What follows belongs to an exercise in optimizing a design on an open flow for small area, a short achievable clock period and few clock cycles per item; a production flow would make more cautious choices.
Only simulation tests tie the RTL to the original design; equivalence was not proved.
Power figures rest on the tool's default switching activity, not on a simulated workload.

--- flow/design.v ---
module ghe_fadd (
    input  wire        sv,
    input  wire [52:0] mv,      
    input  wire [5:0]  n,       
    output wire [36:0] D,
    output wire        c17,     
    output wire        loz,     
    output wire        lo1,     
    output wire        lo1h     
);
    wire [55:0] mx = {mv, 3'b000};
    wire [55:0] x  = mx >> n;
    wire [55:0] lm = ~(56'hFFFFFFFFFFFFFF << n);      
    wire        st = |(mx & lm);
    wire [55:0] A  = {x[55:1], x[0] | st};
    wire [1:0] j = sv ? ((A[55:50] < 6'd13) ? 2'd1 : 2'd0)
                      : ((A[55:50] >= 6'd19) ? 2'd2 : 2'd1);
    wire        up0 = A[1] & (A[2] | A[0]);
    wire        up1 = A[2] & (A[3] | A[1] | A[0]);
    wire        up2 = A[3] & (A[4] | A[2] | A[1] | A[0]);
    wire [16:0] l   = A[18:2];
    wire        h2  = &l[16:2], h1 = h2 & l[1], h0 = h1 & l[0];
    wire        z2  = ~|l[16:2], z1 = z2 & ~l[1], z0 = z1 & ~l[0];
    wire c0 = up0 & h0, c1 = up1 & h1, c2 = up2 & h2;
    wire lz0 = up0 ? h0 : z0, lz1 = up1 ? h1 : z1, lz2 = up2 ? h2 : z2;
    wire l10 = up0 ? (h1 & ~l[0]) : h0;                  
    wire lh0 = up0 ? (h2 & (l[1] ^ l[0])) : h1;           
    wire lh1 = up1 ? (h2 & ~l[1]) : h1;                   
    assign c17  = (j == 2'd2) ? c2 : (j == 2'd1) ? c1 : c0;
    assign loz  = (j == 2'd2) ? lz2 : (j == 2'd1) ? lz1 : lz0;
    assign lo1  = (j == 2'd0) && l10;
    assign lo1h = (j == 2'd1) ? lh1 : (j == 2'd0) && lh0;
    assign D    = A[55:19];
endmodule
module ghe_mul91 (
    input  wire [36:0] D,
    input  wire        c17,
    output wire [43:0] Y
);
    wire [43:0] a0 = {7'd0, D}, a1 = {6'd0, D, 1'b0}, a2 = {4'd0, D, 3'b0},
                a3 = {3'd0, D, 4'b0}, a4 = {1'd0, D, 6'b0};
    wire [43:0] a5 = c17 ? 44'd91 : 44'd0;
    wire [43:0] s1 = a0 ^ a1 ^ a2, c1 = {((a0 & a1) | (a0 & a2) | (a1 & a2)), 1'b0};
    wire [43:0] s2 = a3 ^ a4 ^ a5, c2 = {((a3 & a4) | (a3 & a5) | (a4 & a5)), 1'b0};
    wire [43:0] s3 = s1 ^ c1 ^ s2, c3 = {((s1 & c1) | (s1 & s2) | (c1 & s2)), 1'b0};
    wire [43:0] s4 = s3 ^ c3 ^ c2, c4 = {((s3 & c3) | (s3 & c2) | (c3 & c2)), 1'b0};
    assign Y = s4 + c4;
endmodule
module ghe_dsum (
    input  wire [43:0] Y,
    output wire [7:0]  y3,
    output wire [12:0] p1,
    output wire [13:0] p0,
    output wire [1:0]  c,
    output wire        r44,     
    output wire        r0       
);
    wire [11:0] y0 = Y[11:0], y1 = Y[23:12], y2 = Y[35:24];
    assign y3 = Y[43:36];
    assign p1 = y2 + y3;
    assign p0 = y1 + y2 + y3;
    wire [14:0] sg = y0 + y1 + y2 + y3;      
    assign c   = (sg >= 15'd12285) ? 2'd3 : (sg >= 15'd8190) ? 2'd2 :
                 (sg >= 15'd4095) ? 2'd1 : 2'd0;
    assign r0  = (sg == 15'd0) || (sg == 15'd4095) || (sg == 15'd8190) ||
                 (sg == 15'd12285);
    assign r44 = (sg == 15'd4004) || (sg == 15'd8099) || (sg == 15'd12194);
endmodule
module ghe_fin (
    input  wire [7:0]  y3,
    input  wire [12:0] p1,
    input  wire [13:0] p0,
    input  wire [1:0]  c,
    input  wire        r44,
    input  wire        r0,
    input  wire        loz,
    input  wire        lo1,
    input  wire        lo1h,
    input  wire        sv,
    input  wire        zero,
    output wire [31:0] code
);
    wire [31:0] Q = {y3, 24'd0} + {p1, 12'd0} + p0 + c;
    wire nz  = !r0 || !loz;
    wire crs = r44 && (Q[31] ? lo1h : lo1);
    wire [31:0] sum = (sv ? ~Q : Q) + (sv ? !nz : crs);
    assign code = zero ? 32'd0 : {~sum[31], sum[30:0]};
endmodule
module ghe_slow (
    input  wire        clk,
    input  wire        rst,
    input  wire        start,
    input  wire        do_a,     
    input  wire        do_g,     
    input  wire        sa,       
    input  wire [51:0] fra,
    input  wire [5:0]  da,
    input  wire        sg,       
    input  wire [51:0] frg,
    input  wire [5:0]  dg,
    output wire        busy,
    output reg         fin,      
    output reg  [31:0] code_a,
    output reg  [31:0] code_g
);
    localparam [2:0] IDLE = 3'd0, ADD = 3'd1, PREP = 3'd2, RND = 3'd3,
                     DINIT = 3'd4, DIV = 3'd5, FIX = 3'd6, SHL = 3'd7;
    reg [2:0]  ph;
    reg [57:0] W;
    reg [1:0]  cy;
    reg [5:0]  rem;
    reg [6:0]  cnt;
    reg signed [7:0] u;
    reg [5:0]  d;
    reg [1:0]  j;
    reg        up, tz, ax, pend;
    assign busy = (ph != IDLE);
    function in45;                  
        input signed [9:0] k;
        in45 = (k == 10'sd0) || (k == 10'sd2) || (k == 10'sd3) || (k == 10'sd5);
    endfunction
    wire        axn  = (ph == IDLE) ? !do_a : 1'b1;
    wire        vsn  = axn ? sg : sa;
    wire [51:0] vfr  = axn ? frg : fra;
    wire [5:0]  dn   = axn ? dg : da;
    wire signed [9:0] ka = $signed({3'd0, cnt}) + $signed({4'd0, d}) - 10'sd50;
    wire        kb  = (cnt == 7'd0) ? (d >= 6'd50) : in45(ka);
    wire [1:0]  sad = W[0] + kb + cy[0];
    wire        t54 = W[56] ^ W[57];
    wire        t53 = W[55] ^ W[57];
    wire [1:0]  jn  = t54 ? 2'd2 : t53 ? 2'd1 : 2'd0;
    wire        upn = t54 ? (W[3] & (W[4] | W[2] | W[1] | W[0])) :
                      t53 ? (W[2] & (W[3] | W[1] | W[0])) :
                            (W[1] & (W[2] | W[0]));
    wire [55:0] Pm  = W[57] ? ~W[57:2] : W[57:2];
    wire [1:0]  mc  = Pm[54] ? 2'd3 : Pm[53] ? 2'd2 : Pm[52] ? 2'd1 : 2'd0;
    wire [4:0]  fb  = Pm[54] ? Pm[53:49] : Pm[53] ? Pm[52:48] :
                      Pm[52] ? Pm[51:47] : Pm[50:46];
    wire signed [7:0] un = $signed({6'd0, mc}) + $signed({2'd0, d})
                         + $signed({7'd0, fb >= 5'd13}) - 8'sd24;
    wire [2:0]  jp2 = {1'b0, j} + 3'd2;
    wire        rb  = ({4'd0, cnt} < {5'd0, jp2}) ? 1'b0 : W[0];
    wire        k1  = ({4'd0, cnt} == {5'd0, jp2}) && up;
    wire signed [9:0] kr = $signed({3'd0, cnt}) + $signed({4'd0, d})
                         - 10'sd18 - $signed({{2{u[7]}}, u});
    wire [2:0]  sr  = rb + k1 + in45(kr) + cy;
    wire signed [9:0] kd = $signed({3'd0, cnt}) - 10'sd18 - $signed({{2{u[7]}}, u});
    wire        db  = (cnt >= {1'b0, d}) ? W[56] : in45(kd);
    wire [6:0]  tq  = {rem, db};
    wire        q   = (tq >= 7'd45);
    wire [6:0]  tr  = q ? tq - 7'd45 : tq;
    wire signed [9:0] f  = $signed({3'd0, cnt}) - 10'sd19;
    wire signed [9:0] um = u[7] ? 10'sd0 : {{2{u[7]}}, u};
    wire signed [7:0] cs = $signed({1'b0, cnt});
    always @(posedge clk) begin
        fin <= 1'b0;
        if (rst) begin
            ph <= IDLE;
        end else case (ph)
            IDLE: if (start) begin
                ax   <= axn;
                pend <= do_a && do_g;
                d    <= dn;
                W    <= {2'b00, 1'b1, vfr, 3'b000} ^ {58{vsn}};
                cy   <= {1'b0, vsn};
                cnt  <= 7'd0;
                ph   <= ADD;
            end
            ADD: begin
                W   <= {sad[0], W[57:1]};
                cy  <= {1'b0, sad[1]};
                cnt <= cnt + 7'd1;
                if (cnt == 7'd57) ph <= PREP;
            end
            PREP: begin
                j   <= jn;
                up  <= upn;
                u   <= un;
                cy  <= 2'd0;
                cnt <= 7'd0;
                ph  <= RND;
            end
            RND: begin
                W   <= {sr[0], W[57:1]};
                cy  <= sr[2:1];
                cnt <= cnt + 7'd1;
                if (cnt == 7'd57) ph <= DINIT;
            end
            DINIT: begin
                rem <= W[57] ? 6'd44 : 6'd0;
                cnt <= 7'd56 + {1'b0, d};
                tz  <= 1'b1;
                ph  <= DIV;
            end
            DIV: begin
                rem <= tr[5:0];
                W   <= {W[56:0], 1'b0};
                if (f >= um) begin
                    if (ax) code_g <= {code_g[30:0], q};
                    else    code_a <= {code_a[30:0], q};
                end else if (q)
                    tz <= 1'b0;
                if (cnt == 7'd0) ph <= FIX;
                else cnt <= cnt - 7'd1;
            end
            FIX: begin
                if (!u[7] && tz && rem == 6'd0) begin
                    if (ax) code_g[0] <= 1'b0;
                    else    code_a[0] <= 1'b0;
                end
                cnt <= 7'd0;
                ph  <= SHL;
            end
            SHL: begin
                if (cs < u) begin
                    if (ax) code_g <= {code_g[30:0], 1'b0};
                    else    code_a <= {code_a[30:0], 1'b0};
                    cnt <= cnt + 7'd1;
                end else if (pend) begin
                    pend <= 1'b0;
                    ax   <= 1'b1;
                    d    <= dn;
                    W    <= {2'b00, 1'b1, vfr, 3'b000} ^ {58{vsn}};
                    cy   <= {1'b0, vsn};
                    cnt  <= 7'd0;
                    ph   <= ADD;
                end else begin
                    fin <= 1'b1;
                    ph  <= IDLE;
                end
            end
            default: ph <= IDLE;
        endcase
    end
endmodule
module geohash_enc (
    input  wire        clk,
    input  wire        rst,
    input  wire        in_valid,
    output wire        in_ready,
    input  wire [63:0] in_lat,
    input  wire [63:0] in_lng,
    input  wire [6:0]  in_bits,
    output wire        out_valid,
    input  wire        out_ready,
    output wire [63:0] out_hash
);
    reg         en;                         
    reg  [52:0] ma0, mg0;                   
    reg  [5:0]  na0, ng0;                   
    reg         sa0, sg0, sla0, slg0, za0, zg0;
    reg  [6:0]  bits0;
    reg         v0, sdone, ir;
    reg  [36:0] DaA, DgA;
    reg  [5:0]  fa_A, fg_A;                 
    reg         c17a, c17g;
    reg  [6:0]  bitsA;
    reg         vA;
    reg  [43:0] YaB, YgB;
    reg  [5:0]  fa_B, fg_B;
    reg  [6:0]  bitsB;
    reg         vB;
    reg  [7:0]  y3a, y3g;
    reg  [12:0] p1a, p1g;
    reg  [13:0] p0a, p0g;
    reg  [1:0]  cca, ccg;
    reg         r44a, r44g, r0a, r0g;
    reg  [5:0]  fa_C, fg_C;
    reg  [6:0]  bitsC;
    reg         vC;
    reg  [31:0] ca2, cg2;
    reg  [6:0]  bits2;
    reg         v2;
    reg  [63:0] oq, kq;
    reg         ov, kv;
    function [8:0] cls;             
        input [10:0] ev;
        input [10:0] er;
        reg [10:0] eve;
        reg [11:0] nf, dd;
        begin
            eve = (ev == 11'd0) ? 11'd1 : ev;
            nf  = {1'b0, er} - {1'b0, eve};
            dd  = {1'b0, eve} - {1'b0, er};
            if (eve <= er)
                cls = {2'b00, 1'b0, (nf[11:6] != 6'd0) ? 6'd63 : nf[5:0]};
            else if (ev == 11'h7FF || dd[11:6] != 6'd0)
                cls = {2'b01, 1'b0, 6'd0};
            else
                cls = {2'b10, 1'b0, dd[5:0]};
        end
    endfunction
    wire [8:0] ka = cls(in_lat[62:52], 11'h405);
    wire [8:0] kg = cls(in_lng[62:52], 11'h406);
    wire sla = sla0, slg = slg0;
    wire [36:0] Da, Dg;
    wire        c17a_n, c17g_n, loza, lozg, lo1a, lo1g, lo1ha, lo1hg;
    ghe_fadd u_aa (.sv(sa0), .mv(ma0), .n(na0), .D(Da), .c17(c17a_n),
        .loz(loza), .lo1(lo1a), .lo1h(lo1ha));
    ghe_fadd u_ag (.sv(sg0), .mv(mg0), .n(ng0), .D(Dg), .c17(c17g_n),
        .loz(lozg), .lo1(lo1g), .lo1h(lo1hg));
    wire [43:0] Ya, Yg;
    ghe_mul91 u_ba (.D(DaA), .c17(c17a), .Y(Ya));
    ghe_mul91 u_bg (.D(DgA), .c17(c17g), .Y(Yg));
    wire [7:0]  y3a_n, y3g_n;
    wire [12:0] p1a_n, p1g_n;
    wire [13:0] p0a_n, p0g_n;
    wire [1:0]  ca_n, cg_n;
    wire        r44a_n, r44g_n, r0a_n, r0g_n;
    ghe_dsum u_ca (.Y(YaB), .y3(y3a_n), .p1(p1a_n), .p0(p0a_n), .c(ca_n),
        .r44(r44a_n), .r0(r0a_n));
    ghe_dsum u_cg (.Y(YgB), .y3(y3g_n), .p1(p1g_n), .p0(p0g_n), .c(cg_n),
        .r44(r44g_n), .r0(r0g_n));
    wire [31:0] fca, fcg;
    ghe_fin u_da (.y3(y3a), .p1(p1a), .p0(p0a), .c(cca), .r44(r44a), .r0(r0a),
        .loz(fa_C[0]), .lo1(fa_C[1]), .lo1h(fa_C[2]), .sv(fa_C[3]),
        .zero(fa_C[4]), .code(fca));
    ghe_fin u_dg (.y3(y3g), .p1(p1g), .p0(p0g), .c(ccg), .r44(r44g), .r0(r0g),
        .loz(fg_C[0]), .lo1(fg_C[1]), .lo1h(fg_C[2]), .sv(fg_C[3]),
        .zero(fg_C[4]), .code(fcg));
    wire        sbusy, sfin;
    wire [31:0] sca, scg;
    wire        hold0 = v0 && (sla || slg) && !sdone;
    wire        inflight = (vA && (fa_A[5] || fg_A[5])) ||
                           (vB && (fa_B[5] || fg_B[5])) ||
                           (vC && (fa_C[5] || fg_C[5]));
    wire        sstart = hold0 && !sbusy && !sfin && !inflight;
    ghe_slow u_slow (.clk(clk), .rst(rst), .start(sstart), .do_a(sla),
        .do_g(slg), .sa(sa0), .fra(ma0[51:0]), .da(na0),
        .sg(sg0), .frg(mg0[51:0]), .dg(ng0), .busy(sbusy), .fin(sfin),
        .code_a(sca), .code_g(scg));
    reg [63:0] full;
    integer    i;
    always @* begin
        for (i = 0; i < 32; i = i + 1) begin
            full[2*i]     = ca2[i];
            full[2*i + 1] = cg2[i];
        end
    end
    wire [5:0]  rsh  = 6'd0 - bits2[5:0];
    wire [63:0] hash = (bits2 == 7'd0) ? 64'd0 : (full >> rsh);
    wire en0  = en && !hold0;
    wire push = en && v2;
    wire pop  = ov && out_ready;
    reg  kv_n;
    always @* begin
        if (pop)       kv_n = 1'b0;             
        else if (push) kv_n = kv | ov;
        else           kv_n = kv;
    end
    assign in_ready  = ir;                  
    assign out_valid = ov;
    assign out_hash  = oq;
    always @(posedge clk) begin
        if (rst) begin
            en    <= 1'b1;
            ir    <= 1'b1;
            v0    <= 1'b0;
            vA    <= 1'b0;
            vB    <= 1'b0;
            vC    <= 1'b0;
            v2    <= 1'b0;
            ov    <= 1'b0;
            kv    <= 1'b0;
            sdone <= 1'b0;
        end else begin
            en <= !kv_n;
            ir <= !kv_n && !(en0 ? (in_valid && (ka[8] || kg[8]))
                                 : (hold0 && !sfin));
            if (en0) begin
                v0    <= in_valid;
                sdone <= 1'b0;
            end else if (sfin)
                sdone <= 1'b1;
            if (en) begin
                vA <= v0 && !hold0;
                vB <= vA;
                vC <= vB;
                v2 <= vC;
            end
            if (!ov || pop) begin
                ov <= kv || push;
                kv <= 1'b0;
            end else if (push)
                kv <= 1'b1;
        end
    end
    always @(posedge clk) begin
        if (en0) begin
            ma0   <= {in_lat[62:52] != 11'd0, in_lat[51:0]};
            mg0   <= {in_lng[62:52] != 11'd0, in_lng[51:0]};
            sa0   <= in_lat[63];
            sg0   <= in_lng[63];
            na0   <= ka[5:0];
            ng0   <= kg[5:0];
            sla0  <= ka[8];
            slg0  <= kg[8];
            za0   <= ka[7];
            zg0   <= kg[7];
            bits0 <= in_bits;
        end
        if (en) begin
            DaA <= Da;  DgA <= Dg;
            c17a <= c17a_n; c17g <= c17g_n;
            fa_A <= {sla0, za0, sa0, lo1ha, lo1a, loza};
            fg_A <= {slg0, zg0, sg0, lo1hg, lo1g, lozg};
            bitsA <= bits0;
            YaB <= Ya;  YgB <= Yg;
            fa_B <= fa_A; fg_B <= fg_A;
            bitsB <= bitsA;
            y3a <= y3a_n; y3g <= y3g_n;
            p1a <= p1a_n; p1g <= p1g_n;
            p0a <= p0a_n; p0g <= p0g_n;
            cca <= ca_n;  ccg <= cg_n;
            r44a <= r44a_n; r44g <= r44g_n;
            r0a <= r0a_n; r0g <= r0g_n;
            fa_C <= fa_B; fg_C <= fg_B;
            bitsC <= bitsB;
            ca2 <= fa_C[5] ? sca : fca;
            cg2 <= fg_C[5] ? scg : fcg;
            bits2 <= bitsC;
        end
        if (!ov || pop) begin
            if (kv) oq <= kq;
            else if (push) oq <= hash;
        end else if (push)
            kq <= hash;
    end
endmodule
--- flow/run.sh ---
#!/bin/bash
# synth_recipe.tcl (not shown) runs the flow's synth.tcl, then flattens the netlist and writes it again
# the make line also repeats each setting of config.mk as NAME=value (left out here)
make -C /OpenROAD-flow-scripts/flow DESIGN_CONFIG=/design/flow/config.mk WORK_HOME=/design/flow/orfs CLKGATE_MAP_FILE= SYNTH_SCRIPT=/design/flow/synth_recipe.tcl finish
--- flow/config.mk ---
export PLATFORM = sky130hd
export DESIGN_NAME = geohash_enc
export DESIGN_NICKNAME = geohash_enc
export VERILOG_FILES = /design/flow/design.v
export SDC_FILE = /design/flow/constraint.sdc
export NUM_CORES = 4
export LEC_CHECK = 0
export CAP_MARGIN = 20
export CORE_MARGIN = 2
export CORE_UTILIZATION = 30
export SETUP_SLACK_MARGIN = 1.0
export SLEW_MARGIN = 20
--- flow/constraint.sdc ---
create_clock -name core_clock -period 17.0 [get_ports {clk}]
set_input_delay 3.4000 -clock core_clock [delete_from_list [all_inputs] [get_ports {clk}]]
set_output_delay 3.4000 -clock core_clock [all_outputs]
set_load 0.01 [all_outputs]
==> results of run 1 <==
==> registers in the layout (all words and copies together) (netlist names), 8 cells and up <==
signal and cells:
DaA 37, DgA 37, YaB 44, YgB 44
ca2 32, cg2 32, kq 64, ma0 53
mg0 53, oq 64, p0a 14, p0g 14
p1a 13, p1g 13, u_slow.W 58, u_slow.code_a 32
u_slow.code_g 32, u_slow.u 8, y3a 8, y3g 8
==> Yosys cell counts (57+ instances only) <==
cell        n
nor3_1    106
edfxtp_1  786
mux4_2    177
mux2_2     93
o31ai_1    57
xor2_1    125
a31oi_1    73
nor2_1    431
xnor2_1   331
o21ai_0   335
a21oi_1   333
a22oi_1    72
nand2_1   488
mux2i_1   201
buf_2      61
clkbuf_1  201
ha_1      379
inv_1     584
nand3_1   123
a21o_1     88
nand2b_1   58
fa_1      251
o22ai_1    77
nor2b_1    60
==> worst max-delay path, stage by stage <==
cell	delay (ns)
clkdlybuf4s50_1	0.50
nor3_1	0.55
a41o_1	0.34
inv_1	0.07
ha_1	0.21
nor2b_1	0.21
and4b_1	0.21
o21ai_0	0.08
a21oi_1	0.52
nand2b_1	0.20
a21oi_1	0.36
o31ai_1	0.10
==> layout make-up <==
cell class	instances	share of cell area, %
multi-input cells	4567	51.9
clock inverters	52	0.863
repair buffers	265	3.46
well taps	2854	4.90
flip-flops and latches	800	32.8
diodes	2	0.00686
clock buffers	104	3.04
inverters	592	3.05
==> report_power, final <==
group / internal (mW) / total (mW) / switching [mW]
clock: 1.08 / 1.92 / 0.836
combinational: 1.82 / 4.23 / 2.41
sequential: 2.53 / 2.85 / 0.326
total: 5.43 / 9.00 / 3.57
==> logic make-up (layout without fill, tap and decap cells) <==
logic type      Yosys count  after routing
compound gates         1436           1436
xor+xnor                456            456
fa+ha+maj               633            633
buf+inv                 913           1013
flops                   800            800
mux                     472            472
other cells               0              2
simple gates           1570           1570
==> metal layers <==
metal / vias to the layer above / global-route usage (%) / wire (µm)
met5: - / 0 / 15
met3: 353 / 2.23 / 10900
met1: 23590 / 21.7 / 79700
li1: 22964 / - / -
met4: 2 / 5.95 / 7350
met2: 1795 / 26.4 / 84900
==> metrics by stage <==
stage / area [µm²] / utilization [%]
after floorplan: 65100 / -
after global placement: 70000 / 32.3
after detailed placement: 70000 / 32.3
after CTS: 72900 / 33.7
after global routing: 72900 / 33.7
final: 72900 / 33.7
==> how the worst max path moves through the flow <==
stage | from | to | slack, ns | depth (start not counted)
4_1_cts | in_lat[55] | ir | 10.80 | 12
2_1_floorplan | en | oq[0] | 4.28 | 3
5_1_grt | in_lat[55] | ir | 10.51 | 12
3_3_place_gp | in_lat[55] | ir | 10.00 | 12
6_report | in_lat[55] | ir | 10.80 | 12
3_5_place_dp | in_lat[55] | ir | 10.07 | 12
==> results.toml, run 1 <==
[die]
coreArea_um2 = 217000
die_h_um = 470
start_util_pct = 30.1
dieArea_um2 = 221000
io-pin-count = 205
rows = 171
die_w_um = 470

[layout]
final_common_cell = "edfxtp_1"
regArea_um2 = 23900
layout_common_cells = "edfxtp_1, inv_1, nand2_1"
area.growth.synth_to_final_pct = 12.0
layout-drive-gt1-share_pct = 8.62
multiInputGateArea_um2 = 37900
nets = 7080
fin_cells = 9236
fill_cells = 21777

[routing]
vias = 48704
drcViolationCount = 0
wire_per_inst_um = 19.8
finalWirelength_mm = 183
ant_nets = 0
drt_iter0_drc = 4760
dr.pass1.iters = 7
via_per_inst = 5.27

[hold_path]
min_path_cells = 0
hold_path_end = "fa_C[4]"
min_path_type = "reg -> reg"
worstHoldStart = "fa_B[4]"

[clock_network]
cts.htree.levels = 3
cts_root_buf = "clkbuf_16"
cts_sinks = 800
cts_inserted_buffers = 85
cts_hold_buf = 0
cts_resized = 0
post-cts-setup-buffers = 0
path_clk_slew_ns = 0.06
cts_tree = "yes"
clock_latency_ns = 0.73
clock_path_buffers = 3

[logic_synthesis]
synth_top_family_by_area = "adder cells"
synth_compound_area_share_pct = 14.4
synth_fp_nets = 7049
synth.top_cell.area_share_pct = 36.2
yosys-mux-area-fraction_pct = 10.9
syn_inst = 6280
synthTopCellsByArea = "edfxtp_1, fa_1, ha_1, mux4_2, xnor2_1"
yosysTopAreaCell = "edfxtp_1"
synth_xor_area_share_pct = 6.13
synthArstFlopShare_pct = 0
synthDistinctLibCells = 106
avgSynthCellArea_um2 = 10.4
seq_area_frac_synth_pct = 36.7
yosys_warnings = 2
synth_seq_cells = 800
netlist_area_um2 = 65100
synthAdderAreaFrac_pct = 15.0
synth_edf_count = 786
synthFlopType = "edfxtp_1"
yosys.area_share.simple_pct = 11.5

[global_routing]
grt.total_usage_pct = 16.1
grt_first_pass_wirelength_mm = 283
grt_max_degree = 173
grt_pass1_vias = 47503
grt_overflow = 0
antenna_found_initial = 5

[setup_path]
critPathCaptureType = "register"
ff2ff_path_depth = 19
criticalPathCategory = "in -> reg"
rrSetupSlack_ns = 11.20
worstPathRequired_ns = 17.55
crit_arrival_ns = 6.75
critPathMaxFanout = 8
reg2reg_from = "p0g[1]"
r2r_end = "cg2[31]"
crit_path_start_kind = "input pin"

[timing]
fin_hold_ws_ns = 0.418
finalSetupViolations = 0
fin_crit_sh_pct = 36.5
worst_pin_slew_ns = 1.20
fin_ws_ns = 10.80
rsz0062_at_grt = "false"
fin_tns_setup_ns = 0
period_minus_slack_ns = 6.20
skew_ns = 0.0313
slew_violations = 0
hold_viol_final = 0
relSlewSlack_pct = 19.4
fmaxAchievable_ghz = 0.161

[power_and_ir_drop]
powerDensity_nw_per_um2 = 123
p_leak_nw = 28.3
ir_drop_mv = 0.0995
p_total_mw = 9.00

[placed_design]
placedCellCount = 9077
place_hpwl_mm = 141
routabilityCongestion = 0.922
port_buffers = 204
dp_slack_ns = 10.07

[run_status]
status = "complete, no violations"

[job]
maxCapViolations = 0
Testbench counts, summed over its fixed seeds: cycles 3,036, items 3,000.
==> run 2, diff against run 1 <==
--- a/flow/design.v
+++ b/flow/design.v
@@ -50,30 +50,31 @@
     input  wire [43:0] Y,
-    output wire [7:0]  y3,
-    output wire [12:0] p1,
-    output wire [13:0] p0,
-    output wire [1:0]  c,
-    output wire        r44,     
-    output wire        r0       
+    input  wire        sv,
+    input  wire        loz,
+    input  wire        lo1,
+    input  wire        lo1h,
+    input  wire        qhi,     
+    output wire [20:0] H,
+    output wire [15:0] Ls,
+    output wire [2:0]  e
 );
     wire [11:0] y0 = Y[11:0], y1 = Y[23:12], y2 = Y[35:24];
-    assign y3 = Y[43:36];
-    assign p1 = y2 + y3;
-    assign p0 = y1 + y2 + y3;
+    wire [7:0]  y3 = Y[43:36];
+    wire [12:0] p1 = y2 + y3;
+    wire [13:0] p0 = y1 + y2 + y3;
     wire [14:0] sg = y0 + y1 + y2 + y3;      
-    assign c   = (sg >= 15'd12285) ? 2'd3 : (sg >= 15'd8190) ? 2'd2 :
-                 (sg >= 15'd4095) ? 2'd1 : 2'd0;
-    assign r0  = (sg == 15'd0) || (sg == 15'd4095) || (sg == 15'd8190) ||
-                 (sg == 15'd12285);
-    assign r44 = (sg == 15'd4004) || (sg == 15'd8099) || (sg == 15'd12194);
+    wire [1:0]  c  = (sg >= 15'd12285) ? 2'd3 : (sg >= 15'd8190) ? 2'd2 :
+                     (sg >= 15'd4095) ? 2'd1 : 2'd0;
+    wire r0  = (sg == 15'd0) || (sg == 15'd4095) || (sg == 15'd8190) ||
+               (sg == 15'd12285);
+    wire r44 = (sg == 15'd4004) || (sg == 15'd8099) || (sg == 15'd12194);
+    assign H   = {y3, 12'd0} + {8'd0, p1};
+    assign Ls  = {2'b00, p0} - {15'd0, sv};
+    wire crs = r44 && (qhi ? lo1h : lo1);
+    wire cin = sv ? !(r0 && loz) : crs;
+    assign e   = {1'b0, c} + {2'b00, cin};
 endmodule
 module ghe_fin (
-    input  wire [7:0]  y3,
-    input  wire [12:0] p1,
-    input  wire [13:0] p0,
-    input  wire [1:0]  c,
-    input  wire        r44,
-    input  wire        r0,
-    input  wire        loz,
-    input  wire        lo1,
-    input  wire        lo1h,
+    input  wire [20:0] H,
+    input  wire [15:0] Ls,
+    input  wire [2:0]  e,
     input  wire        sv,
@@ -82,7 +83,5 @@
 );
-    wire [31:0] Q = {y3, 24'd0} + {p1, 12'd0} + p0 + c;
-    wire nz  = !r0 || !loz;
-    wire crs = r44 && (Q[31] ? lo1h : lo1);
-    wire [31:0] sum = (sv ? ~Q : Q) + (sv ? !nz : crs);
-    assign code = zero ? 32'd0 : {~sum[31], sum[30:0]};
+    wire [31:0] Qa = {H[19:0], 12'd0} + {{16{Ls[15]}}, Ls} + {29'd0, e};
+    wire [31:0] sm = sv ? ~Qa : Qa;
+    assign code = zero ? 32'd0 : {~sm[31], sm[30:0]};
 endmodule
@@ -103,3 +102,3 @@
     output reg  [31:0] code_a,
-    output reg  [31:0] code_g
+    output wire [31:0] code_g    
 );
@@ -116,3 +115,4 @@
     reg        up, tz, ax, pend;
-    assign busy = (ph != IDLE);
+    assign busy   = (ph != IDLE);
+    assign code_g = W[31:0];
     function in45;                  
@@ -152,3 +152,2 @@
     wire signed [9:0] f  = $signed({3'd0, cnt}) - 10'sd19;
-    wire signed [9:0] um = u[7] ? 10'sd0 : {{2{u[7]}}, u};
     wire signed [7:0] cs = $signed({1'b0, cnt});
@@ -196,7 +195,5 @@
                 rem <= tr[5:0];
-                W   <= {W[56:0], 1'b0};
-                if (f >= um) begin
-                    if (ax) code_g <= {code_g[30:0], q};
-                    else    code_a <= {code_a[30:0], q};
-                end else if (q)
+                if (u[7] || f >= $signed({{2{u[7]}}, u}))
+                    W <= {W[56:0], q};
+                else if (q)
                     tz <= 1'b0;
@@ -206,6 +203,3 @@
             FIX: begin
-                if (!u[7] && tz && rem == 6'd0) begin
-                    if (ax) code_g[0] <= 1'b0;
-                    else    code_a[0] <= 1'b0;
-                end
+                if (!u[7] && tz && rem == 6'd0) W[0] <= 1'b0;
                 cnt <= 7'd0;
@@ -214,17 +208,19 @@
             SHL: begin
-                if (cs < u) begin
-                    if (ax) code_g <= {code_g[30:0], 1'b0};
-                    else    code_a <= {code_a[30:0], 1'b0};
+                if (u[7] ? (cnt < 7'd19) : (cs < u)) begin
+                    W   <= u[7] ? {W[0], W[57:1]} : {W[56:0], 1'b0};
                     cnt <= cnt + 7'd1;
-                end else if (pend) begin
-                    pend <= 1'b0;
-                    ax   <= 1'b1;
-                    d    <= dn;
-                    W    <= {2'b00, 1'b1, vfr, 3'b000} ^ {58{vsn}};
-                    cy   <= {1'b0, vsn};
-                    cnt  <= 7'd0;
-                    ph   <= ADD;
                 end else begin
-                    fin <= 1'b1;
-                    ph  <= IDLE;
+                    if (!ax) code_a <= W[31:0];
+                    if (pend) begin
+                        pend <= 1'b0;
+                        ax   <= 1'b1;
+                        d    <= dn;
+                        W    <= {2'b00, 1'b1, vfr, 3'b000} ^ {58{vsn}};
+                        cy   <= {1'b0, vsn};
+                        cnt  <= 7'd0;
+                        ph   <= ADD;
+                    end else begin
+                        fin <= 1'b1;
+                        ph  <= IDLE;
+                    end
                 end
@@ -259,11 +255,9 @@
     reg  [43:0] YaB, YgB;
-    reg  [5:0]  fa_B, fg_B;
+    reg  [6:0]  fa_B, fg_B;                 
     reg  [6:0]  bitsB;
     reg         vB;
-    reg  [7:0]  y3a, y3g;
-    reg  [12:0] p1a, p1g;
-    reg  [13:0] p0a, p0g;
-    reg  [1:0]  cca, ccg;
-    reg         r44a, r44g, r0a, r0g;
-    reg  [5:0]  fa_C, fg_C;
+    reg  [20:0] Ha, Hg;
+    reg  [15:0] Lsa, Lsg;
+    reg  [2:0]  cina, cing;
+    reg  [2:0]  fa_C, fg_C;                 
     reg  [6:0]  bitsC;
@@ -279,3 +273,4 @@
         reg [10:0] eve;
-        reg [11:0] nf, dd;
+        reg [11:0] nf;
+        reg        fst, slw;
         begin
@@ -283,9 +278,7 @@
             nf  = {1'b0, er} - {1'b0, eve};
-            dd  = {1'b0, eve} - {1'b0, er};
-            if (eve <= er)
-                cls = {2'b00, 1'b0, (nf[11:6] != 6'd0) ? 6'd63 : nf[5:0]};
-            else if (ev == 11'h7FF || dd[11:6] != 6'd0)
-                cls = {2'b01, 1'b0, 6'd0};
-            else
-                cls = {2'b10, 1'b0, dd[5:0]};
+            fst = (ev <= er);
+            slw = (ev > er) && (ev <= er + 11'd63);
+            cls = {slw, !fst && !slw, 1'b0,
+                   slw ? ev[5:0] - er[5:0] :
+                   (nf[11:6] != 6'd0) ? 6'd63 : nf[5:0]};
         end
@@ -304,18 +297,17 @@
     ghe_mul91 u_bg (.D(DgA), .c17(c17g), .Y(Yg));
-    wire [7:0]  y3a_n, y3g_n;
-    wire [12:0] p1a_n, p1g_n;
-    wire [13:0] p0a_n, p0g_n;
-    wire [1:0]  ca_n, cg_n;
-    wire        r44a_n, r44g_n, r0a_n, r0g_n;
-    ghe_dsum u_ca (.Y(YaB), .y3(y3a_n), .p1(p1a_n), .p0(p0a_n), .c(ca_n),
-        .r44(r44a_n), .r0(r0a_n));
-    ghe_dsum u_cg (.Y(YgB), .y3(y3g_n), .p1(p1g_n), .p0(p0g_n), .c(cg_n),
-        .r44(r44g_n), .r0(r0g_n));
+    wire [20:0] Ha_n, Hg_n;
+    wire [15:0] Lsa_n, Lsg_n;
+    wire [2:0]  cina_n, cing_n;
+    ghe_dsum u_ca (.Y(YaB), .sv(fa_B[3]), .loz(fa_B[0]), .lo1(fa_B[1]),
+        .lo1h(fa_B[2]), .qhi(fa_B[6]), .H(Ha_n), .Ls(Lsa_n), .e(cina_n));
+    ghe_dsum u_cg (.Y(YgB), .sv(fg_B[3]), .loz(fg_B[0]), .lo1(fg_B[1]),
+        .lo1h(fg_B[2]), .qhi(fg_B[6]), .H(Hg_n), .Ls(Lsg_n), .e(cing_n));
     wire [31:0] fca, fcg;
-    ghe_fin u_da (.y3(y3a), .p1(p1a), .p0(p0a), .c(cca), .r44(r44a), .r0(r0a),
-        .loz(fa_C[0]), .lo1(fa_C[1]), .lo1h(fa_C[2]), .sv(fa_C[3]),
-        .zero(fa_C[4]), .code(fca));
-    ghe_fin u_dg (.y3(y3g), .p1(p1g), .p0(p0g), .c(ccg), .r44(r44g), .r0(r0g),
-        .loz(fg_C[0]), .lo1(fg_C[1]), .lo1h(fg_C[2]), .sv(fg_C[3]),
-        .zero(fg_C[4]), .code(fcg));
+    ghe_fin u_da (.H(Ha), .Ls(Lsa), .e(cina), .sv(fa_C[0]), .zero(fa_C[1]),
+        .code(fca));
+    ghe_fin u_dg (.H(Hg), .Ls(Lsg), .e(cing), .sv(fg_C[0]), .zero(fg_C[1]),
+        .code(fcg));
+    localparam [36:0] K31 = 37'd45 << 31;
+    wire qhia = (DaA >= K31) || (c17a && DaA == K31 - 37'd1);
+    wire qhig = (DgA >= K31) || (c17g && DgA == K31 - 37'd1);
     wire        sbusy, sfin;
@@ -325,3 +317,3 @@
                            (vB && (fa_B[5] || fg_B[5])) ||
-                           (vC && (fa_C[5] || fg_C[5]));
+                           (vC && (fa_C[2] || fg_C[2]));
     wire        sstart = hold0 && !sbusy && !sfin && !inflight;
@@ -408,14 +400,11 @@
             YaB <= Ya;  YgB <= Yg;
-            fa_B <= fa_A; fg_B <= fg_A;
+            fa_B <= {qhia, fa_A}; fg_B <= {qhig, fg_A};
             bitsB <= bitsA;
-            y3a <= y3a_n; y3g <= y3g_n;
-            p1a <= p1a_n; p1g <= p1g_n;
-            p0a <= p0a_n; p0g <= p0g_n;
-            cca <= ca_n;  ccg <= cg_n;
-            r44a <= r44a_n; r44g <= r44g_n;
-            r0a <= r0a_n; r0g <= r0g_n;
-            fa_C <= fa_B; fg_C <= fg_B;
+            Ha <= Ha_n;  Hg <= Hg_n;
+            Lsa <= Lsa_n; Lsg <= Lsg_n;
+            cina <= cina_n; cing <= cing_n;
+            fa_C <= {fa_B[5:4], fa_B[3]}; fg_C <= {fg_B[5:4], fg_B[3]};
             bitsC <= bitsB;
-            ca2 <= fa_C[5] ? sca : fca;
-            cg2 <= fg_C[5] ? scg : fcg;
+            ca2 <= fa_C[2] ? sca : fca;
+            cg2 <= fg_C[2] ? scg : fcg;
             bits2 <= bitsC;
==> results.toml, run 2 <==
[hold_path]
min_path_type = "reg -> reg"
hold_path_end = "bitsA[3]"
min_path_cells = 0
worstHoldStart = "bits0[3]"

[clock_network]
cts_tree = "yes"
cts_resized = 0
clock_path_buffers = 3
cts_root_buf = "clkbuf_16"
path_clk_slew_ns = 0.06
post-cts-setup-buffers = 0
cts_inserted_buffers = 87
clock_latency_ns = 0.74
cts_sinks = 762
cts.htree.levels = 3
cts_hold_buf = 0

[routing]
drt_iter0_drc = 5281
wire_per_inst_um = 20.3
finalWirelength_mm = 189
ant_nets = 0
via_per_inst = 5.29
drcViolationCount = 0
vias = 49127
dr.pass1.iters = 7

[power_and_ir_drop]
ir_drop_mv = 0.0827
p_leak_nw = 29.3
powerDensity_nw_per_um2 = 83.3

[global_routing]
met1_usage_pct = 24.1
grt_pass1_vias = 47378
grt_use_met3_pct = 2.74
antenna_found_initial = 6
grt_first_pass_wirelength_mm = 290
grt_overflow = 0
busiest_layer = "met2"
grt.total_usage_pct = 16.9
gr-usage-met2_pct = 26.0
grt_max_degree = 177

[setup_path]
ff2ff_path_depth = 25
worstPathRequired_ns = 17.47
criticalPathCategory = "reg -> reg"
crit_arrival_ns = 6.38
critPathMaxFanout = 8
crit_path_start_kind = "register"
r2r_end = "cing[1]"
startpoint = "YgB[12]"
rrSetupSlack_ns = 11.09
critPathCaptureType = "register"
reg2reg_from = "YgB[12]"

[timing]
slew_violations = 0
finalSetupViolations = 0
worst_pin_slew_ns = 1.06
relSlewSlack_pct = 28.6
period_minus_slack_ns = 5.91
fmaxAchievable_ghz = 0.169
rsz0062_at_grt = "false"
hold_viol_final = 0
fin_crit_sh_pct = 34.8
fin_tns_setup_ns = 0
skew_ns = 0.0543

[logic_synthesis]
synth_xor_area_share_pct = 5.58
synth_common_cells = "edfxtp_1, inv_1, nand2_1"
synth_edf_count = 748
avgSynthCellArea_um2 = 10.2
netlist_area_um2 = 64700
seq_area_frac_synth_pct = 35.1
synth_top_family_by_area = "adder cells"
synth.top_cell.area_share_pct = 34.7
synthDistinctLibCells = 91
synth_compound_area_share_pct = 14.6
syn_inst = 6321
synthArstFlopShare_pct = 0
yosysTopAreaCell = "edfxtp_1"
yosys.area_share.simple_pct = 11.0
yosys-mux-area-fraction_pct = 11.0
yosys_warnings = 2
synthFlopType = "edfxtp_1"
synthAdderAreaFrac_pct = 17.3
synthTopCellsByArea = "edfxtp_1, ha_1, fa_1, mux4_2, xnor2_1"
synth_fp_nets = 7203
synth_seq_cells = 762
synth_most_common_cell = "edfxtp_1"

[layout]
final_common_cell = "edfxtp_1"
layout_common_cells = "edfxtp_1, inv_1, nand2_1"
nets = 7256
final_util_pct = 33.9
layout-drive-gt1-share_pct = 8.17
reg.largest.list = "kq: 64 flops, oq: 64 flops, u_slow.W: 58 flops"
fill_cells = 21327
area.growth.synth_to_final_pct = 12.5

[die]
die_h_um = 468
dieArea_um2 = 219000
io-pin-count = 205
rows = 170
start_util_pct = 30.2
die_w_um = 468
coreArea_um2 = 215000

[job]
maxCapViolations = 0

[placed_design]
port_buffers = 204
routabilityCongestion = 0.931
place_hpwl_mm = 146

[run_status]
status = "complete, no violations"
==> run 2: cells by family after synthesis <==
family	Yosys count
simple gates	1547
compound gates	1478
buf+inv	904
flops	762
fa+ha+maj	746
mux	473
xor+xnor	411
==> run 2: through the flow <==
step                hold WS [ns]  cell area, µm²  std cells  worst slack (ns)  total power [mW]
global route               0.412           72800       9279             10.59              6.35
global placement           0.400           69700       9121             10.45              4.06
CTS                        0.393           72700       9278             11.10              6.10
finish                     0.398           72800       9280             11.09              6.06
detailed placement         0.405           69700       9122             10.54              4.09
floorplan                  0.400           64700       6321              4.42              3.55
==> run 2: final cells by class <==
class / instances / area [µm²] / share of cell area, %
antenna: 1 / 2.50 / 0.00344
clock buffer: 102 / 2250 / 3.10
clock inverter: 54 / 751 / 1.03
inverter: 604 / 2270 / 3.11
multi-input combinational: 4655 / 38700 / 53.1
sequential: 762 / 22700 / 31.3
tap: 2838 / 3550 / 4.88
timing repair buffer: 264 / 2550 / 3.50
==> run 2: how the worst max path moves through the flow <==
stage / to / slack (ns) / depth (start not counted)
final: cing[1] / 11.09 / 25
after global routing: cing[1] / 10.59 / 25
after CTS: cing[1] / 11.10 / 25
after detailed placement: na0[3] / 10.54 / 12
after global placement: ng0[5] / 10.45 / 14
after floorplan: oq[0] / 4.42 / 3
==> run 2: per-layer routing <==
layer  wire length (µm)  up-vias
li1                   -    23084
met1              85000    23713
met2              83400     1971
met3              14300      357
met4               6180        2
met5                 12        -
==> run 2: where the power goes <==
group	switching, mW	internal, mW
Clock	0.824	1.16
Sequential	0.220	2.27
Combinational	0.936	0.653
==> run 2: critical path, cell delays in order (launching register included) <==
cell and delay [ns]:
edfxtp_1 0.41, ha_1 0.23, fa_1 0.40, a21o_1 0.18
a21oi_1 0.21, o21bai_1 0.10, a21oi_1 0.24, nor2b_1 0.08
o21a_1 0.18, o21ai_0 0.16, nand2b_1 0.08, a21oi_1 0.21
xnor2_1 0.14, ha_1 0.25, ha_1 0.33, a21oi_1 0.14
o21ai_0 0.13, and2_1 0.20, a31oi_1 0.15, o31ai_1 0.09
a311oi_1 0.73, o32ai_1 0.19, a32oi_1 0.22, o21ai_0 0.13
ha_1 0.20, ha_1 0.28
Testbench counts of run 2, summed over its fixed seeds: cycles 3,036, items 3,000.
==> run 3, diff against run 2 <==
--- a/flow/design.v
+++ b/flow/design.v
@@ -39,10 +39,11 @@
 );
-    wire [43:0] a0 = {7'd0, D}, a1 = {6'd0, D, 1'b0}, a2 = {4'd0, D, 3'b0},
-                a3 = {3'd0, D, 4'b0}, a4 = {1'd0, D, 6'b0};
-    wire [43:0] a5 = c17 ? 44'd91 : 44'd0;
+    wire [43:0] a0 = {D, 7'd0};
+    wire [43:0] a1 = ~{2'd0, D, 5'd0};
+    wire [43:0] a2 = ~{5'd0, D, 2'd0};
+    wire [43:0] a3 = ~{7'd0, D};
+    wire [43:0] a4 = c17 ? 44'd94 : 44'd3;
     wire [43:0] s1 = a0 ^ a1 ^ a2, c1 = {((a0 & a1) | (a0 & a2) | (a1 & a2)), 1'b0};
-    wire [43:0] s2 = a3 ^ a4 ^ a5, c2 = {((a3 & a4) | (a3 & a5) | (a4 & a5)), 1'b0};
-    wire [43:0] s3 = s1 ^ c1 ^ s2, c3 = {((s1 & c1) | (s1 & s2) | (c1 & s2)), 1'b0};
-    wire [43:0] s4 = s3 ^ c3 ^ c2, c4 = {((s3 & c3) | (s3 & c2) | (c3 & c2)), 1'b0};
-    assign Y = s4 + c4;
+    wire [43:0] s2 = a3 ^ a4 ^ s1, c2 = {((a3 & a4) | (a3 & s1) | (a4 & s1)), 1'b0};
+    wire [43:0] s3 = s2 ^ c1 ^ c2, c3 = {((s2 & c1) | (s2 & c2) | (c1 & c2)), 1'b0};
+    assign Y = s3 + c3;
 endmodule
@@ -264,5 +265,2 @@
     reg         vC;
-    reg  [31:0] ca2, cg2;
-    reg  [6:0]  bits2;
-    reg         v2;
     reg  [63:0] oq, kq;
@@ -323,2 +321,5 @@
         .code_a(sca), .code_g(scg));
+    wire [31:0] ca2 = fa_C[2] ? sca : fca;
+    wire [31:0] cg2 = fg_C[2] ? scg : fcg;
+    wire [6:0]  bits2 = bitsC;
     reg [63:0] full;
@@ -334,3 +335,3 @@
     wire en0  = en && !hold0;
-    wire push = en && v2;
+    wire push = en && vC;
     wire pop  = ov && out_ready;
@@ -353,3 +354,2 @@
             vC    <= 1'b0;
-            v2    <= 1'b0;
             ov    <= 1'b0;
@@ -370,3 +370,2 @@
                 vC <= vB;
-                v2 <= vC;
             end
@@ -407,5 +406,2 @@
             bitsC <= bitsB;
-            ca2 <= fa_C[2] ? sca : fca;
-            cg2 <= fg_C[2] ? scg : fcg;
-            bits2 <= bitsC;
         end
==> results.toml, run 3 <==
[run_status]
status = "complete, no violations"

[clock_network]
cts_root_buf = "clkbuf_16"
cts_tree = "yes"
cts.htree.levels = 3
clock_latency_ns = 0.73
path_clk_slew_ns = 0.06
cts_hold_buf = 0
clock_path_buffers = 3
post-cts-setup-buffers = 0
cts_sinks = 690
cts_resized = 0
cts_inserted_buffers = 85

[timing]
rsz0062_at_grt = "false"
fmaxAchievable_ghz = 0.162
period_minus_slack_ns = 6.17
relSlewSlack_pct = 27.7
fin_tns_setup_ns = 0
worst_pin_slew_ns = 1.07
finalSetupViolations = 0
hold_viol_final = 0
fin_crit_sh_pct = 36.3
skew_ns = 0.0708
slew_violations = 0

[layout]
layout-drive-gt1-share_pct = 7.34
fin_cells = 9353
final_common_cell = "edfxtp_1"
diodes = 0
reg.largest.list = "kq: 64 flops, oq: 64 flops, u_slow.W: 58 flops"
layout_common_cells = "edfxtp_1, inv_1, nand2_1"
nets = 7344
area.growth.synth_to_final_pct = 12.2

[setup_path]
crit_path_start_kind = "input pin"
crit_arrival_ns = 6.63
criticalPathCategory = "in -> reg"
critPathMaxFanout = 8
worstPathRequired_ns = 17.47
critPathCaptureType = "register"

[die]
coreArea_um2 = 205000
rows = 166
io-pin-count = 205
start_util_pct = 30.3
die_w_um = 459
die_h_um = 459
dieArea_um2 = 210000

[logic_synthesis]
synthDistinctLibCells = 107
synth_edf_count = 677
yosys_warnings = 2
seq_area_frac_synth_pct = 33.2
yosysTopAreaCell = "edfxtp_1"
syn_inst = 6565
synthTopCellsByArea = "edfxtp_1, ha_1, fa_1, mux2i_1, inv_1"
synth_fp_nets = 7311
synthFlopType = "edfxtp_1"
avgSynthCellArea_um2 = 9.45
synthArstFlopShare_pct = 0
synth_common_cells = "edfxtp_1, inv_1, nand2_1"
synth_seq_cells = 690
synth_most_common_cell = "edfxtp_1"
netlist_area_um2 = 62000
synth.top_cell.area_share_pct = 32.8

[routing]
dr.pass1.iters = 9
vias = 51633
wire_per_inst_um = 21.7
drcViolationCount = 0
via_per_inst = 5.52
drt_iter0_drc = 5189
finalWirelength_mm = 203
ant_nets = 0

[power_and_ir_drop]
p_leak_nw = 28.2
ir_drop_mv = 0.201
powerDensity_nw_per_um2 = 160

[placed_design]
placedCellCount = 9199
port_buffers = 204
routabilityCongestion = 0.947
place_hpwl_mm = 157

[global_routing]
grt_first_pass_wirelength_mm = 308
antenna_found_initial = 3
grt_max_degree = 83
grt_pass1_vias = 49622
grt.total_usage_pct = 18.8
grt_overflow = 0

[job]
maxCapViolations = 0

[hold_path]
min_path_type = "reg -> reg"
run 3: logic make-up (layout without fill, tap and decap cells):
family	count (synthesis)	after routing	share of synthesized area, %
xor gates and xnor gates	402	402	5.67
and+or+nand+nor	1720	1720	13.3
AOI/OAI and AO/OA	1711	1711	17.9
adders and majority gates	612	612	14.6
buffers and inverters	969	1069	5.92
DFF	690	690	33.2
muxes	461	461	9.47
run 3: path summary, 6_finish.rpt:
check                           startpoint       end  slack, ns  cells after the start
worst min register to register    bitsA[1]  bitsB[1]       0.40                      0
worst min-delay path              bitsA[1]  bitsB[1]       0.40                      0
worst max register to register     YaB[12]   cina[1]      11.08                     20
worst max-delay path            in_lat[56]    na0[4]      10.83                     14
run 3: stage by stage:
stage / area, µm² / hold slack (ns) / power [mW] / util [%] / setup WS, ns
6_report: 69600 / 0.405 / 11.2 / 34.0 / 10.83
4_1_cts: 69600 / 0.419 / 11.1 / 34.0 / 10.88
3_5_place_dp: 66900 / 0.405 / 9.29 / 32.6 / 10.08
5_1_grt: 69600 / 0.423 / 12.0 / 34.0 / 10.50
2_1_floorplan: 62000 / 0.400 / 7.57 / - / 4.48
3_3_place_gp: 66900 / 0.402 / 9.16 / 32.6 / 9.83
run 3: layer usage:
layer	vias to the layer above	wire, µm	global-route usage, %
met2	2195	93000	30.2
met1	24965	88800	25.6
met5	-	0	0
li1	24111	-	-
met3	362	14300	2.80
met4	0	7280	6.36
run 3: final cells by class:
type	instances	area (µm²)
clock buffers	106	2260
clock inverters	48	477
fillers	20738	135000
inverters	647	2430
multi-input cells	4906	38000
flip-flops and latches	690	20600
well taps	2688	3360
repair buffers	268	2520
run 3: report_power, final:
part / leakage, nW / total (mW) / switching, mW / internal (mW)
logic: 19.8 / 6.63 / 3.91 / 2.72
clock network: 1.33 / 1.79 / 0.778 / 1.01
registers: 7.02 / 2.73 / 0.362 / 2.37
run 3: critical path, cell delays in order:
cell             delay, ns
clkdlybuf4s50_1       0.53
nor3_1                0.56
a31oi_1               0.22
ha_1                  0.32
nor2_1                0.11
nand2_1               0.06
a21oi_1               0.14
a31oi_1               0.05
a211oi_1              0.44
nand2_1               0.27
nor3b_1               0.23
a31oi_1               0.05
o21ai_0               0.17
a21oi_1               0.06
Testbench counts of run 3, summed over its fixed seeds: cycles 3,030, items 3,000.
==> run 4, diff against run 3 <==
--- a/flow/design.v
+++ b/flow/design.v
@@ -247,2 +247,3 @@
     reg  [5:0]  na0, ng0;                   
+    reg         ta0, tg0;                   
     reg         sa0, sg0, sla0, slg0, za0, zg0;
@@ -267,20 +268,17 @@
     reg         ov, kv;
-    function [8:0] cls;             
+    function [2:0] cls;             
         input [10:0] ev;
         input [10:0] er;
-        reg [10:0] eve;
-        reg [11:0] nf;
-        reg        fst, slw;
         begin
-            eve = (ev == 11'd0) ? 11'd1 : ev;
-            nf  = {1'b0, er} - {1'b0, eve};
-            fst = (ev <= er);
-            slw = (ev > er) && (ev <= er + 11'd63);
-            cls = {slw, !fst && !slw, 1'b0,
-                   slw ? ev[5:0] - er[5:0] :
-                   (nf[11:6] != 6'd0) ? 6'd63 : nf[5:0]};
+            cls = {(ev > er) && (ev <= er + 11'd63),
+                   (ev > er + 11'd63),
+                   (ev < er - 11'd63)};
         end
     endfunction
-    wire [8:0] ka = cls(in_lat[62:52], 11'h405);
-    wire [8:0] kg = cls(in_lng[62:52], 11'h406);
+    wire [2:0] ka = cls(in_lat[62:52], 11'h405);
+    wire [2:0] kg = cls(in_lng[62:52], 11'h406);
+    wire [5:0] sha = ta0 ? 6'd63 : 6'd5 - na0;
+    wire [5:0] shg = tg0 ? 6'd63 : 6'd6 - ng0;
+    wire [5:0] dsa = na0 - 6'd5;
+    wire [5:0] dsg = ng0 - 6'd6;
     wire sla = sla0, slg = slg0;
@@ -288,5 +286,5 @@
     wire        c17a_n, c17g_n, loza, lozg, lo1a, lo1g, lo1ha, lo1hg;
-    ghe_fadd u_aa (.sv(sa0), .mv(ma0), .n(na0), .D(Da), .c17(c17a_n),
+    ghe_fadd u_aa (.sv(sa0), .mv(ma0), .n(sha), .D(Da), .c17(c17a_n),
         .loz(loza), .lo1(lo1a), .lo1h(lo1ha));
-    ghe_fadd u_ag (.sv(sg0), .mv(mg0), .n(ng0), .D(Dg), .c17(c17g_n),
+    ghe_fadd u_ag (.sv(sg0), .mv(mg0), .n(shg), .D(Dg), .c17(c17g_n),
         .loz(lozg), .lo1(lo1g), .lo1h(lo1hg));
@@ -318,4 +316,4 @@
     ghe_slow u_slow (.clk(clk), .rst(rst), .start(sstart), .do_a(sla),
-        .do_g(slg), .sa(sa0), .fra(ma0[51:0]), .da(na0),
-        .sg(sg0), .frg(mg0[51:0]), .dg(ng0), .busy(sbusy), .fin(sfin),
+        .do_g(slg), .sa(sa0), .fra(ma0[51:0]), .da(dsa),
+        .sg(sg0), .frg(mg0[51:0]), .dg(dsg), .busy(sbusy), .fin(sfin),
         .code_a(sca), .code_g(scg));
@@ -359,3 +357,3 @@
             en <= !kv_n;
-            ir <= !kv_n && !(en0 ? (in_valid && (ka[8] || kg[8]))
+            ir <= !kv_n && !(en0 ? (in_valid && (ka[2] || kg[2]))
                                  : (hold0 && !sfin));
@@ -384,8 +382,10 @@
             sg0   <= in_lng[63];
-            na0   <= ka[5:0];
-            ng0   <= kg[5:0];
-            sla0  <= ka[8];
-            slg0  <= kg[8];
-            za0   <= ka[7];
-            zg0   <= kg[7];
+            na0   <= in_lat[57:52];
+            ng0   <= in_lng[57:52];
+            ta0   <= ka[0];
+            tg0   <= kg[0];
+            sla0  <= ka[2];
+            slg0  <= kg[2];
+            za0   <= ka[1];
+            zg0   <= kg[1];
             bits0 <= in_bits;
==> results.toml, run 4 <==
[power_and_ir_drop]
p_leak_nw = 28.3
powerDensity_nw_per_um2 = 202
ir_drop_mv = 0.203

[layout]
layout-drive-gt1-share_pct = 6.65
regArea_um2 = 20700
layout_common_cells = "edfxtp_1, inv_1, nor2_1"
nets = 7534
area.growth.synth_to_final_pct = 12.3
fill_cells = 21434
reg.largest.list = "kq: 64 flops, oq: 64 flops, u_slow.W: 58 flops"
multiInputGateArea_um2 = 39200
final_common_cell = "edfxtp_1"
final_util_pct = 34.0

[routing]
via_per_inst = 5.62
wire_per_inst_um = 23.2
finalWirelength_mm = 224
dr.pass1.iters = 8
drt_iter0_drc = 5996
drcViolationCount = 0
ant_nets = 0
vias = 54250

[logic_synthesis]
netlist_area_um2 = 63400
synthFlopType = "edfxtp_1"
synthTopCellsByArea = "edfxtp_1, ha_1, fa_1, mux2i_1, xnor2_1"
yosysTopAreaCell = "edfxtp_1"
yosys_warnings = 2
syn_inst = 6744
synth_edf_count = 679
synthDistinctLibCells = 104
synth.top_cell.area_share_pct = 32.2
synth_most_common_cell = "edfxtp_1"
avgSynthCellArea_um2 = 9.40
synth_seq_cells = 692
synth_fp_nets = 7489
synthArstFlopShare_pct = 0
synth_common_cells = "edfxtp_1, inv_1, nor2_1"
seq_area_frac_synth_pct = 32.6

[timing]
period_minus_slack_ns = 6.02
relSlewSlack_pct = 21.0
rsz0062_at_grt = "false"
slew_violations = 0
worst_pin_slew_ns = 1.18
finalSetupViolations = 0
hold_viol_final = 0
skew_ns = 0.0627
fin_tns_setup_ns = 0
fin_crit_sh_pct = 35.4
fmaxAchievable_ghz = 0.166

[global_routing]
grt_max_degree = 157
grt_pass1_vias = 52671
antenna_found_initial = 5
grt.total_usage_pct = 20.1
grt_overflow = 0
grt_first_pass_wirelength_mm = 335

[setup_path]
cp.buffers_inverters = 3
slowest_delay_ns = 0.78
crit_family = "compound AO/OA/AOI/OAI gates"
critPathMaxFanout = 41
worstPathRequired_ns = 17.55
crit_path_start_kind = "register"
ff2ff_path_depth = 15
crit_arrival_ns = 6.57
worst-path-stages = 15
worst_path_most_repeated_cell = "buf_4"
criticalPathCategory = "reg -> reg"
critPathCaptureType = "register"
rrSetupSlack_ns = 10.98
crit_slowest_cell = "a221oi_1"
worstPathCellList = "buf_4 -> ha_1 -> xor2_2 -> buf_4 -> nand2_1 -> buf_4 -> a221oi_1 -> nor4_1 -> a221oi_1 -> a41oi_1 -> or3_1 -> or4_1 -> nand2_1 -> mux2_2 -> mux2i_1"

[clock_network]
clock_latency_ns = 0.74
cts.htree.levels = 3
cts_inserted_buffers = 81
cts_tree = "yes"
path_clk_slew_ns = 0.06
clock_path_buffers = 3
cts_resized = 0
post-cts-setup-buffers = 0
cts_root_buf = "clkbuf_16"
cts_sinks = 692
cts_hold_buf = 0

[placed_design]
port_buffers = 204
routabilityCongestion = 0.984
place_hpwl_mm = 172

[hold_path]
min_path_type = "reg -> reg"
min_path_cells = 0

[die]
die_w_um = 464
die_h_um = 464
coreArea_um2 = 210000
rows = 168
start_util_pct = 30.2
dieArea_um2 = 215000
io-pin-count = 205

[job]
maxCapViolations = 0

[run_status]
status = "complete, no violations"
## run 4: cell types whose count changed in the layout (fill, tap and decap cells not counted), sizes merged, moves of 24 or more
cell and delta:
a221o +52, nand3 +40, mux2 -58, buf +24, a22oi -41, o22ai -28, o21ai -108, nor2 +75
o21a +24
## run 4: kinds of logic after synthesis
| logic type | Yosys count | share of synthesized area (%) |
|---|---|---|
| xor gates and xnor gates | 407 | 5.65 |
| buffers and inverters | 958 | 5.95 |
| and+or+nand+nor | 1913 | 14.5 |
| DFF | 692 | 32.6 |
| adders and majority gates | 606 | 14.1 |
| AOI/OAI and AO/OA | 1758 | 19.0 |
| muxes | 410 | 8.17 |
## run 4: area by class of cell
cell class | instances | share of cell area [%]
multi-input combinational | 5094 | 55.1
timing repair buffer | 292 | 3.81
clock buffer | 97 | 2.97
antenna | 1 | 0.00351
sequential | 692 | 29.0
inverter | 628 | 3.31
tap | 2805 | 4.93
clock inverter | 52 | 0.868
## run 4: layer usage
metal	share of wire [%]	vias up	GRT usage, %	wire length (µm)
met5	0	-	0	0
met4	4.9	0	8.95	10900
met3	7.6	482	3.50	17000
met2	45	2387	31.7	99900
met1	43	26285	26.9	96000
li1	-	25096	-	-
## run 4: through the flow
step / instance area (µm²) / hold WS (ns) / worst slack, ns / total power, mW / cells
finish: 71200 / 0.406 / 10.98 / 14.4 / 9661
global route: 71200 / 0.404 / 10.83 / 15.6 / 9660
CTS: 71200 / 0.396 / 11.17 / 14.3 / 9660
detailed placement: 68500 / 0.405 / 10.80 / 12.5 / 9511
global placement: 68500 / 0.400 / 10.85 / 12.3 / 9511
floorplan: 63400 / 0.400 / 5.96 / 10.1 / 6744
## run 4: worst paths after layout
check | from | to
setup / recovery | ng0[0] | fg_A[0]
hold / removal | fa_A[2] | fa_B[2]
setup reg to reg | ng0[0] | fg_A[0]
hold reg to reg | fa_A[2] | fa_B[2]
## run 4: where the power goes
part / internal (mW) / switching [mW]
registers: 2.56 / 0.465
logic: 3.97 / 5.62
clock network: 1.02 / 0.785
Testbench counts of run 4, summed over its fixed seeds: cycles 3,030, items 3,000.
==> run 5, diff against run 4 <==
--- a/flow/design.v
+++ b/flow/design.v
@@ -70,3 +70,4 @@
     wire r44 = (sg == 15'd4004) || (sg == 15'd8099) || (sg == 15'd12194);
-    assign H   = {y3, 12'd0} + {8'd0, p1};
+    wire        neg = sv && (y1 == 12'd0) && (y2 == 12'd0) && (y3 == 8'd0);
+    assign H   = neg ? 21'h1FFFF0 : {y3, 12'd0} + {8'd0, p1};
     assign Ls  = {2'b00, p0} - {15'd0, sv};
@@ -84,3 +85,3 @@
 );
-    wire [31:0] Qa = {H[19:0], 12'd0} + {{16{Ls[15]}}, Ls} + {29'd0, e};
+    wire [31:0] Qa = {H[19:0], 12'd0} + {16'd0, Ls} + {29'd0, e};
     wire [31:0] sm = sv ? ~Qa : Qa;
@@ -247,3 +248,2 @@
     reg  [5:0]  na0, ng0;                   
-    reg         ta0, tg0;                   
     reg         sa0, sg0, sla0, slg0, za0, zg0;
@@ -279,6 +279,6 @@
     wire [2:0] kg = cls(in_lng[62:52], 11'h406);
-    wire [5:0] sha = ta0 ? 6'd63 : 6'd5 - na0;
-    wire [5:0] shg = tg0 ? 6'd63 : 6'd6 - ng0;
-    wire [5:0] dsa = na0 - 6'd5;
-    wire [5:0] dsg = ng0 - 6'd6;
+    wire [5:0] sha = na0;
+    wire [5:0] shg = ng0;
+    wire [5:0] dsa = 6'd0 - na0;
+    wire [5:0] dsg = 6'd0 - ng0;
     wire sla = sla0, slg = slg0;
@@ -382,6 +382,4 @@
             sg0   <= in_lng[63];
-            na0   <= in_lat[57:52];
-            ng0   <= in_lng[57:52];
-            ta0   <= ka[0];
-            tg0   <= kg[0];
+            na0   <= ka[0] ? 6'd63 : 6'd5 - in_lat[57:52];
+            ng0   <= kg[0] ? 6'd63 : 6'd6 - in_lng[57:52];
             sla0  <= ka[2];
==> results.toml, run 5 <==
[layout]
layout_common_cells = "inv_1, edfxtp_1, nand2_1"
nets = 7474
multiInputGateArea_um2 = 39100
reg.largest.list = "kq: 64 flops, oq: 64 flops, u_slow.W: 58 flops"
final_common_cell = "inv_1"
final_util_pct = 33.8
final_area_um2 = 71100
regArea_um2 = 20600
area.growth.synth_to_final_pct = 11.9
layout-drive-gt1-share_pct = 7.77
fin_cells = 9627
fill_cells = 21501

[timing]
worst_pin_slew_ns = 1.18
relSlewSlack_pct = 20.9
fin_ws_ns = 10.65
fmaxAchievable_ghz = 0.157
rsz0062_at_grt = "false"
fin_crit_sh_pct = 37.4
hold_viol_final = 0
slew_violations = 0
period_minus_slack_ns = 6.35
fin_tns_setup_ns = 0
skew_ns = 0.0542
finalSetupViolations = 0

[global_routing]
grt_overflow = 0
grt.total_usage_pct = 20.3
grt_pass1_vias = 52814
grt_max_degree = 159
antenna_found_initial = 6
grt_use_met3_pct = 3.57
busiest_layer = "met2"
grt_first_pass_wirelength_mm = 339
gr-usage-met2_pct = 32.1
met1_usage_pct = 27.2

[setup_path]
critPathMaxFanout = 5
criticalPathCategory = "reg -> reg"
critPathCaptureType = "register"
slowest_delay_ns = 0.70
crit_family = "adder cells"
worstPathCellList = "ha_1 -> fa_1 -> a21o_1 -> a21oi_1 -> o21bai_1 -> a21oi_1 -> xor2_1 -> fa_1 -> inv_1 -> ha_1 -> nand3_1 -> o2111ai_1 -> o211ai_1 -> o211ai_1 -> xor2_1 -> nand3_1 -> or4_1 -> or4b_2 -> a21boi_0 -> o22ai_1 -> ha_1 -> ha_1"
worst-path-stages = 22
crit_slowest_cell = "or4b_2"
cp.buffers_inverters = 1
worstPathRequired_ns = 17.47
worst_path_most_repeated_cell = "ha_1"
crit_arrival_ns = 6.82
ff2ff_path_depth = 22
crit_path_start_kind = "register"

[job]
maxCapViolations = 0

[logic_synthesis]
synth_edf_count = 677
avgSynthCellArea_um2 = 9.43
netlist_area_um2 = 63600
synthTopCellsByArea = "edfxtp_1, ha_1, fa_1, inv_1, mux4_2"
synth_most_common_cell = "inv_1"
synth_fp_nets = 7457
yosys_warnings = 2
synth_common_cells = "inv_1, edfxtp_1, nand2_1"
synthFlopType = "edfxtp_1"
yosysTopAreaCell = "edfxtp_1"
seq_area_frac_synth_pct = 32.4
synthDistinctLibCells = 107
syn_inst = 6741
synth_seq_cells = 690
synthArstFlopShare_pct = 0
synth.top_cell.area_share_pct = 32.0

[power_and_ir_drop]
seqPwrFrac_pct = 21.9
ir_drop_mv = 0.197
p_leak_nw = 28.1
pwr-share-comb_pct = 64.9
clock_power_share_pct = 13.1
internal-power_mw = 6.96
p_sw_share_pct = 48.1
powerDensity_nw_per_um2 = 189
power.switching_mw = 6.46

[die]
rows = 168
io-pin-count = 205
start_util_pct = 30.2
dieArea_um2 = 216000
die_w_um = 464
die_h_um = 464
coreArea_um2 = 210000

[clock_network]
clock_latency_ns = 0.73
cts_root_buf = "clkbuf_16"
post-cts-setup-buffers = 0
clock_path_buffers = 3
cts_inserted_buffers = 81
cts_hold_buf = 0
cts_resized = 0
cts_sinks = 690
path_clk_slew_ns = 0.06
cts_tree = "yes"
cts.htree.levels = 3

[routing]
finalWirelength_mm = 228
drcViolationCount = 0
drt_iter0_drc = 6488
ant_nets = 0
vias = 55149
wire_per_inst_um = 23.6
dr.pass1.iters = 9
via_per_inst = 5.73

[placed_design]
dp_slack_ns = 10.69
place_hpwl_mm = 174
placedCellCount = 9480
place_area_um2 = 68500
port_buffers = 204
routabilityCongestion = 1.01

[hold_path]
min_path_cells = 0
min_path_type = "reg -> reg"

[run_status]
status = "complete, no violations"
[run 5: layout make-up]
| cell class | instances | area share (%) |
|---|---|---|
| clock inverter | 53 | 0.721 |
| clock buffer | 93 | 3.02 |
| sequential | 690 | 29.0 |
| antenna | 1 | 0.00352 |
| inverter | 689 | 3.64 |
| tap | 2805 | 4.93 |
| multi-input combinational | 5011 | 55.0 |
| timing repair buffer | 285 | 3.74 |
[run 5: kinds of logic (layout without fill, tap and decap cells)]
kind of cell / Yosys count / after routing / synth area share (%)
AO/OA/AOI/OAI: 1738 / 1738 / 19.0
XOR/XNOR: 384 / 384 / 5.29
adder cells (fa/ha/maj): 579 / 579 / 13.6
buffers and inverters: 1040 / 1120 / 6.38
flip-flops: 690 / 690 / 32.4
multiplexers: 438 / 438 / 9.23
other: 0 / 1 / 0
AND/OR/NAND/NOR: 1872 / 1872 / 14.2
[run 5: final timing paths]
path                start  slack (ns)       to
hold / removal    fg_A[1]        0.42  fg_B[1]
hold reg to reg   fg_A[1]        0.42  fg_B[1]
setup reg to reg  YaB[12]       10.65  cina[1]
setup / recovery  YaB[12]       10.65  cina[1]
[run 5: power by group through the flow]
stage	Sequential, mW	Combinational [mW]	Clock [mW]
global placement	2.96	8.46	0
global route	2.97	9.69	1.87
finish	2.94	8.71	1.76
floorplan	2.70	6.62	0
detailed placement	2.97	8.59	0
CTS	2.94	8.65	1.81
[run 5: routing by layer]
metal	vias up	wire length, µm
met4	6	11400
met1	26874	95800
li1	25097	-
met5	-	39
met3	523	18300
met2	2649	102000
[run 5: metrics by stage]
step / hold slack [ns] / total power, mW
CTS: 0.416 / 13.4
floorplan: 0.400 / 9.32
global route: 0.422 / 14.5
global placement: 0.403 / 11.4
detailed placement: 0.405 / 11.6
finish: 0.416 / 13.4
Testbench counts of run 5, summed over its fixed seeds: cycles 3,030, items 3,000.

==> static timing again, ports no longer ideal <==
In the flow no input, the clock included, has a driving cell. The finished layouts below were timed again as built, in two steps. Step 1 sets driving cells, clkbuf_16 on the clock port and buf_2 on the other inputs (assumed; they add their load-dependent delay and slew). Step 2 moves the port delays by t, midway between the first and last clock arrival at a register: inputs arrive t later, outputs are due t later. That takes back most of the time a late clock gives input paths. a / b / c = no drivers / after step 1 / after step 2; a / b = the first two.
run | t, ns | slack for setup (ns) | worst slew at a driven data input, ns | cell pins on the clock port's net
run 1 | 0.798 | 10.803 / 10.865 / 10.067 | 0.12 | 1
run 2 | 0.796 | 11.091 / 11.091 / 10.489 | 0.07 | 1
run 3 | 0.784 | 10.830 / 10.890 / 10.106 | 0.11 | 1
run 4 | 0.790 | 10.979 / 10.979 / 10.780 | 0.10 | 1
run 5 | 0.783 | 10.650 / 10.650 / 10.650 | 0.16 | 1
After both steps every run listed still meets setup and hold. For run 1, which loses most, drivers alone change the setup slack by +0.062 ns; drivers and shift together by -0.736 ns.
